This is an optimization exercise on Yosys and OpenROAD, whose aim is small area, a short achievable clock period and few clock cycles, not a production implementation. The RTL was checked by simulation tests, not by an equivalence proof against the original design. No activity file was given, so power comes from the tool's default toggle rates.

==> v9: inputs <==
## sappy_voice
module sappy_voice (
    input             clk,
    input             rst,
    input             cmd_valid,
    output            cmd_ready,
    input      [2:0]  cmd_op,
    input      [3:0]  cmd_ch,
    input      [65:0] cmd_arg,
    output reg        frame_valid,
    output reg [15:0] frame_l,
    output reg [15:0] frame_r,
    output reg [11:0] frame_live
);
export LEC_CHECK = 0
export CAP_MARGIN = 20
export CORE_MARGIN = 2
export CORE_UTILIZATION = 50
export PLACE_DENSITY = 0.65
export SLEW_MARGIN = 20
create_clock -name core_clock -period 24.0 [get_ports {clk}]
standard.sh (not shown) runs the stock make flow with config.mk's settings and CLKGATE_MAP_FILE= SYNTH_SCRIPT=/design/flow/synth_recipe.tcl, a recipe that flattens the netlist after the stock synthesis.
==> flow/flow/run.sh <==
#!/bin/bash
# Own layout flow: the standard flow (standard.sh, with its unchanged
# synthesis, floorplan, power grid, placement and routing) with these changes:
#  - the port buffers that buffer_ports inserts are buf_4 cells instead of
#    the default delay-cell buffers;
#  - clock tree synthesis without dummy loads and with larger sink clusters
#    (up to 25 sinks within 80 um);
#  - timing repair aims for 18 ns of setup slack on the 24 ns clock.
# All tool output goes to standard.log here and to the ORFS logs under orfs/.
set -euo pipefail
export BUFFER_PORTS_ARGS="-buffer_cell sky130_fd_sc_hd__buf_4"
export CTS_ARGS="-sink_clustering_enable -repair_clock_nets -dont_use_dummy_load -sink_clustering_size 25 -sink_clustering_max_diameter 80"
export SETUP_SLACK_MARGIN=18.0
bash standard.sh > standard.log 2>&1
==> v5: changes against v9 <==
--- a/flow/design.v
+++ b/flow/design.v
@@ -7,11 +7,10 @@
     input  [35:0] inc,
     input  [14:0] lfsr,
     input  [1:0]  dsh,       
     input         kind,
     input         rl,        
-    input         tok,       
     output [31:0] ph_n,
     output [3:0]  cy_n,
     output        msk_n,     
     output [14:0] lfsr_n
 );
@@ -72,11 +71,11 @@
     wire [1:0]  k  = fe[4] ? k0 : fs[5] ? k1 : fs[6] ? k2 : 2'd0;
     wire        sh = dsh[0];
     wire [14:0] l1 = k[0] ? lstep(lfsr, sh, 1) : lfsr;
     wire [14:0] l8 = k[1] ? lstep(l1,   sh, 2) : l1;
     assign lfsr_n = l8;
-    assign msk_n = rl && (tok || (kind ? !l8[0] : sqh));
+    assign msk_n = rl && (kind ? !l8[0] : sqh);
 endmodule
 module sappy_voice (
     input             clk,
     input             rst,
     input             cmd_valid,
@@ -142,10 +141,29 @@
             x3 = csa24(x1[47:24], p6, x2[23:0]);
             x4 = csa24(x2[47:24], x3[23:0], x3[47:24]);
             mul8x7 = x4[14:0] + x4[38:24];
         end
     endfunction
+    function [18:0] mul13x6;
+        input [12:0] a;
+        input [5:0]  b;
+        reg [23:0] p0, p1, p2, p3, p4, p5;
+        reg [47:0] x0, x1, x2, x3;
+        begin
+            p0 = b[0] ? {11'd0, a}       : 24'd0;
+            p1 = b[1] ? {10'd0, a, 1'd0} : 24'd0;
+            p2 = b[2] ? {9'd0, a, 2'd0}  : 24'd0;
+            p3 = b[3] ? {8'd0, a, 3'd0}  : 24'd0;
+            p4 = b[4] ? {7'd0, a, 4'd0}  : 24'd0;
+            p5 = b[5] ? {6'd0, a, 5'd0}  : 24'd0;
+            x0 = csa24(p0, p1, p2);
+            x1 = csa24(p3, p4, p5);
+            x2 = csa24(x0[23:0], x0[47:24], x1[23:0]);
+            x3 = csa24(x2[23:0], x2[47:24], x1[47:24]);
+            mul13x6 = x3[18:0] + x3[42:24];
+        end
+    endfunction
     reg        pend;         
     reg        rdy;          
     reg [2:0]  xop;
     reg [3:0]  xch;
     reg [65:0] xarg;
@@ -153,34 +171,32 @@
     wire slow_cmd = (cmd_op == OP_NOTE || cmd_op == OP_MOD) ? (cmd_ch < 4'd12)
                   : (cmd_op == OP_TICK || cmd_op == OP_STOP);
     reg fe0, fe1, fe2, fe3, fe4, fe5;    
     reg fs5, fs6;                        
     reg [1:0] fwait;                     
-    reg tt3, tt4, tt5;                   
+    reg tt4, tt5;                        
     wire drained = !(fe0 | fe1 | fe2 | fe3 | fe4 | fs5 | fs6);
-    wire acc = cmd_valid && !pend && fwait == 2'd0;
+    wire acc = cmd_valid && rdy;
     reg  [3:0] hc;           
     wire       x_note = pend && xop == OP_NOTE;
     wire       x_mod  = pend && xop == OP_MOD;
     wire       x_tick = pend && xop == OP_TICK;
     wire       x_stop = pend && xop == OP_STOP;
     wire       at_head = hc == xch;
-    wire [3:0] hc6     = hc >= 4'd6 ? hc - 4'd6 : hc + 4'd6;    
-    wire       at_six  = hc6 == xch;
     wire       note_ex = x_note && at_head && drained;
-    wire       mod_ex  = x_mod && (at_head || at_six);
+    wire       mod_ex  = x_mod && at_head;
     wire       stop_ex = x_stop && drained;
     wire       clr     = rst || stop_ex;
     reg        tst;          
     reg [11:0] edone;        
     reg [11:0] idone;        
     reg [4:1]  gp;           
     reg [14:1] ip;           
     reg [3:0]  ic;           
     wire       tick_end = tst && (&edone) && (&idone) && !(|ip);
     reg        tokp;         
-    wire       tok_go   = (tokp || tick_end) && !(|gp[2:1]);
+    wire       tok_go   = (tokp || tick_end) && !(|gp);
     wire       done_ex  = note_ex || mod_ex || stop_ex || tick_end;
     wire [12*W-1:0] CUR;     
     wire [12*W-1:0] NXT;     
     genvar p;
     generate
@@ -231,36 +247,37 @@
             end
             default: ;
         endcase
     end
     wire need_g = h_rl && (h[DRG] || st_a != ST_SUS);
+    wire ecap   = tst && drained && !edone[hc] && (!need_g || !gp[2]);
+    wire gcap   = ecap && need_g;
     wire ivis   = tst && !idone[hc];
     wire icap_t = ivis && h_rl && h[DRI] && ic == 4'd10;
     wire icap_n = note_ex && ic == 4'd10;
     wire icap   = icap_t || icap_n;
-    wire ecap   = tst && drained && !edone[hc] && (!need_g || (!gp[2] && !icap_t));
-    wire gcap   = ecap && need_g;
     reg  [14:0] R1;          
     reg  [7:0]  R2;          
     reg  [22:0] R3;          
     wire [W-1:0] s11 = CUR[11*W +: W];
     wire [W-1:0] s10 = CUR[10*W +: W];
     wire [W-1:0] s9  = CUR[9*W +: W];
     wire [7:0]  m1a = gp[3] ? R2 : s11[ENV +: 8];
     wire [6:0]  m1b = gp[3] ? (s9[MZ] ? 7'd0 : s9[PAN +: 7]) : s11[VEL +: 7];
     wire [14:0] m1p = mul8x7(m1a, m1b);
-    reg  [6:0]  mB;          
-    wire [21:0] m2p = mul15x7(R1, mB);
+    wire [21:0] m2p = mul15x7(R1, s10[MZ] ? 7'd0 : s10[VE +: 7]);
     wire [7:0]  g_r = R3[14:7];
     wire [7:0]  g_l = R3[22:15] - R3[14:7] - {7'd0, |R3[6:0]};
     wire [9:0]  bv_h = h[MZ] ? 10'd0 : h[BV +: 10];
     wire [6:0]  key_h = note_ex ? xarg[6:0] : h[KEY +: 7];
     wire signed [14:0] praw = $signed({2'b00, key_h, 6'd0}) + $signed({{5{bv_h[9]}}, bv_h});
     wire [12:0] pcl  = praw < 0 ? 13'd0 : praw > 15'sd8191 ? 13'd8191 : praw[12:0];
     reg  [12:0] ia_p;        
     reg         ia_k;
     reg  [3:0]  ib_n;        
+    reg  [5:0]  ib_f;        
+    reg  [12:0] ib_d;        
     reg  [1:0]  ib_j;        
     reg  [1:0]  ib_q;        
     reg  [12:0] ic_d;        
     reg  [21:0] Nq;          
     reg  [1:0]  nq_j;
@@ -421,10 +438,11 @@
         ib_n == 4'd10 ? 22'd2568984 :
         22'd2721730;
     wire [4:0]  e_a  = {1'b0, dm12_a[7:4]} + (ia_k ? 5'd5 : 5'd0);
     wire [1:0]  j_a  = 2'd0 - e_a[1:0];
     wire [5:0]  sq_a = (6'd19 + {1'b0, e_a}) >> 2;   
+    wire [18:0] df   = mul13x6(ib_d, ib_f);
     wire [21:0] Nd   = t22_n + {5'd0, ic_d, 4'd0} + {7'd0, ic_d, 2'd0} + {8'd0, ic_d, 1'b0};
     reg  [42:0] Z;           
     reg  [42:0] Z0;
     always @(*) begin
         case (nq_j)
@@ -447,22 +465,21 @@
     endfunction
     wire zload = (ip[7] && nq_q == 2'd0) || (ip[6] && nq_q == 2'd1) ||
                  (ip[5] && nq_q == 2'd2) || (ip[4] && nq_q == 2'd3);
     wire signed [9:0] ve_raw = $signed({3'b000, xarg[22:16]}) + $signed(xarg[31:23]);
     wire [6:0] ve_new = ve_raw < 0 ? 7'd0 : ve_raw > 10'sd127 ? 7'd127 : ve_raw[6:0];
-    wire [9:0] bv_new = {{3{xarg[6]}}, xarg[6:0]} + {{3{xarg[6]}}, xarg[6:0]} + {xarg[15], xarg[15:7]};
     generate
         for (p = 0; p < NCH; p = p + 1) begin : lk
             wire [W-1:0] c = CUR[p*W +: W];
             wire [31:0] ph_n;
             wire [3:0]  cy_n;
             wire        msk_n;
             wire [14:0] lf_n;
             sappy_chan u_ch (
                 .fe({fe4, fe3, fe2, fe1, fe0}), .fs({fs6, fs5}), .iz(c[IZ]),
                 .ph(c[PH +: 32]), .cy(c[CY +: 4]), .inc(c[INC +: 36]),
-                .lfsr(c[LF +: 15]), .dsh(c[DSH +: 2]), .kind(c[KD]), .rl(c[RL]), .tok(tt3),
+                .lfsr(c[LF +: 15]), .dsh(c[DSH +: 2]), .kind(c[KD]), .rl(c[RL]),
                 .ph_n(ph_n), .cy_n(cy_n), .msk_n(msk_n), .lfsr_n(lf_n)
             );
             reg [W-1:0] n;
             always @(*) begin
                 n = c;
@@ -491,28 +508,29 @@
                         n[ENV +: 8]  = 8'd0;
                         n[ADSR +: 2] = ST_ATT;
                         n[DRG]       = 1'b1;
                         n[DRI]       = !icap_n;
                     end
+                    if (mod_ex) begin
+                        n[BV +: 10]  = {{3{xarg[6]}}, xarg[6:0]} + {{3{xarg[6]}}, xarg[6:0]}
+                                     + {xarg[15], xarg[15:7]};
+                        n[VE +: 7]   = ve_new;
+                        n[PAN +: 7]  = xarg[38:32];
+                        n[MZ]        = 1'b0;
+                        n[DRG]       = 1'b1;
+                        n[DRI]       = 1'b1;
+                    end
                     if (ecap) begin
                         n[ENV +: 8]   = env_b[7:0];
                         n[GATE +: 16] = gate_n;
                         n[ADSR +: 2]  = st_b;
                         n[RL]         = live_n;
                         if (gcap) n[DRG] = 1'b0;
                         if (live_n) n[IZ] = 1'b0;
                     end
                     if (icap_t) n[DRI] = 1'b0;
                 end
-                if ((p == 0 && x_mod && at_head) || (p == 6 && x_mod && at_six)) begin
-                    n[BV +: 10]  = bv_new;
-                    n[VE +: 7]   = ve_new;
-                    n[PAN +: 7]  = xarg[38:32];
-                    n[MZ]        = 1'b0;
-                    n[DRG]       = 1'b1;
-                    n[DRI]       = 1'b1;
-                end
                 if (p == 8 && gp[4]) begin
                     n[GL +: 8] = g_l;
                     n[GR +: 8] = g_r;
                 end
                 if (p == 10 && ip[14]) n[INC +: 36] = Z[35:0];
@@ -538,11 +556,11 @@
     reg  [47:0] yl0, yl1, yl2, yl3, yl4, yl5, yl6, yl7, yl8, yl9;
     reg  [47:0] yr0, yr1, yr2, yr3, yr4, yr5, yr6, yr7, yr8, yr9;
     integer q;
     always @(*) begin
         for (q = 0; q < NCH; q = q + 1) begin
-            if (CUR[q*W + MSK]) begin
+            if (tt4 ? CUR[q*W + RL] : CUR[q*W + MSK]) begin
                 ml[q] = {16'd0, CUR[q*W + GL +: 8]};
                 mr[q] = {16'd0, CUR[q*W + GR +: 8]};
             end else begin
                 ml[q] = 24'd0;
                 mr[q] = 24'd0;
@@ -583,23 +601,24 @@
         hl <= sum_l;
         hr <= sum_r;
         frame_l <= sat16(out_l);
         frame_r <= sat16(out_r);
         frame_live <= livef;
-        R1 <= ip[1] ? {2'd0, tdif_a} : m1p;
-        mB <= ip[1] ? {1'b0, ia_p[5:0]} : (s11[MZ] ? 7'd0 : s11[VE +: 7]);
+        R1 <= m1p;
         R2 <= m2p[21:14];
         R3 <= {R2, m1p};
         Z <= zload ? Z0 : dstep2(dstep2(Z));
         ia_p <= pcl;
         ia_k <= note_ex ? xarg[30] : h[KD];
         if (ip[1]) begin
             ib_n <= dm12_a[3:0];
+            ib_f <= ia_p[5:0];
+            ib_d <= tdif_a;
             ib_j <= j_a;
             ib_q <= sq_a[1:0] - 2'd2;
         end
-        ic_d <= m2p[18:6];
+        ic_d <= df[18:6];
         if (ip[3]) begin
             Nq   <= Nd;
             nq_j <= ib_j;
             nq_q <= ib_q;
         end
@@ -608,21 +627,21 @@
             rdy  <= 1'b1;
             fe0 <= 1'b0; fe1 <= 1'b0; fe2 <= 1'b0; fe3 <= 1'b0; fe4 <= 1'b0; fe5 <= 1'b0;
             fs5 <= 1'b0; fs6 <= 1'b0;
             fwait <= 2'd0;
             frame_valid <= 1'b0;
-            tt3 <= 1'b0; tt4 <= 1'b0; tt5 <= 1'b0;
+            tt4 <= 1'b0; tt5 <= 1'b0;
             tokp <= 1'b0;
             tl <= 12'd0; tr <= 12'd0;
             hc <= 4'd0;
             tst <= 1'b0;
             gp <= 4'd0;
             ip <= 14'd0;
             ic <= 4'd10;
             livef <= 12'd0;
         end else begin
-            if (!pend) begin
+            if (rdy) begin
                 xop  <= cmd_op;
                 xch  <= cmd_ch;
                 xarg <= cmd_arg;
             end
             pend  <= pend_n;
@@ -630,20 +649,19 @@
             rdy   <= !pend_n && fwait_n == 2'd0;
             fe0 <= acc && cmd_op == OP_FRAME;
             fe1 <= fe0; fe2 <= fe1; fe3 <= fe2; fe4 <= fe3; fe5 <= fe4;
             fs5 <= fe4 && slow; fs6 <= fs5;
             frame_valid <= fe5;
-            tt3 <= note_ex || stop_ex || tok_go;
-            tt4 <= tt3;
+            tt4 <= note_ex || stop_ex || tok_go;
             tokp <= (tokp || tick_end) && !tok_go;
             tt5 <= tt4;
             if (tt5) begin
                 tl <= hl;
                 tr <= hr;
             end
             hc <= hc == 4'd11 ? 4'd0 : hc + 4'd1;
-            if (acc && cmd_op == OP_TICK) begin
+            if (x_tick && !tst) begin
                 tst   <= 1'b1;
                 edone <= 12'd0;
                 idone <= 12'd0;
             end else if (tick_end) begin
                 tst <= 1'b0;
==> flow/flow/run.sh (replaced) <==
#!/bin/bash
# Own layout flow: the standard flow (standard.sh, with its unchanged
# synthesis, floorplan, power grid, placement and routing) with two changes:
#  - the port buffers that buffer_ports inserts are buf_4 cells instead of
#    the default delay-cell buffers;
#  - clock tree synthesis runs without dummy loads.
# All tool output goes to standard.log here and to the ORFS logs under orfs/.
set -euo pipefail
export BUFFER_PORTS_ARGS="-buffer_cell sky130_fd_sc_hd__buf_4"
export CTS_ARGS="-sink_clustering_enable -repair_clock_nets -dont_use_dummy_load"
bash standard.sh > standard.log 2>&1
==> comparison <==
v9 finished with timing, DRC and antenna clean. v5 completed without violations. Of v5 and v9, v5 has the higher die area (gap 1.9%, measured against v9). Against v9, the register-to-register slack of v5 is lower by 0.60 ns. Between v9 and v5, the lower power is in v9 (gap about 15%, measured against v5). Of v9 and v5, v5 has the higher synthesized area (gap about 1.9%, measured against v5). In v9 the clock power is smaller than in v5, by about 35%. In v5 the setup slack is lower than in v9, by 0.35 ns. Between v5 and v9, the lower worst hold slack is in v5 (gap 0.028 ns). Against v5, the final cell count of v9 is lower by about 3.5%. Against v9, the synthesized cell count of v5 is higher by 2.7%.
==> figures <==
item	v9	v5
Run status	timing/DRC/antenna clean	timing/DRC/antenna clean
Total power consumption of the routed design	8.02 mW	9.42 mW
Layout buffering overhead excluding clock cells	1.32%	1.18%
Register area share after synthesis	56.3%	55.5%
Library cell contributing the largest single delay on the critical path	dfxtp_4	dfxtp_1
FFs & Latches	2,891	2,892
Max stage delay on crit path	0.40 ns	0.55 ns
Syn avg cell area	11.9 um2	11.8 um2
Basic-gate share of the synthesized area counting and, or, nand and nor cells	10.3%	10.9%
Source of the worst hold timing path	pos[9].r[206]	pos[6].r[134]
Register bit count reported by yosys	2,891	2,892
Core footprint	209,000 um2	213,000 um2
Unrepaired setup endpoints after global routing	true	false
Vias/cell	4.96	5.01
Power density relative to cell area	70.9 nW/um2	79.1 nW/um2
Number of buffers created by CTS	148	303
Number of nets in the layout	10,000	10,500
Met1 track demand over resource in global routing	26.3%	27.0%
Quantity of gates resized following cts	80	0
Testbench counts of v9, summed over its fixed seeds: cycles 163,041.
Testbench counts of v5, summed over its fixed seeds: cycles 164,037.

[separate check: timing with driven ports]
In the flow no input, the clock included, has a driving cell. The finished layouts below were timed again as built, in two steps.
Step 1, drivers: a clkbuf_16 drives clk and a buf_2 each remaining input, both assumed.
Step 2, shift: input delay + t, output delay - t, t = (earliest + latest rising clock arrival at the registers) / 2. This alone moves slack from input paths to output paths.
Slacks: ideal / step 1 / step 2; pairs: ideal / step 1.
run	shift t [ns]	slack for setup (ns)	worst setup path after step 2	cell pins on the clock port's net
v9	0.867	17.891 / 17.803 / 17.414	input to register	1
v5	0.986	17.540 / 17.456 / 16.868	input to register	1
After both steps every run listed still meets setup and hold. The setup slack of v5, which loses most, moves by -0.084 ns with the drivers and by -0.672 ns with both steps.
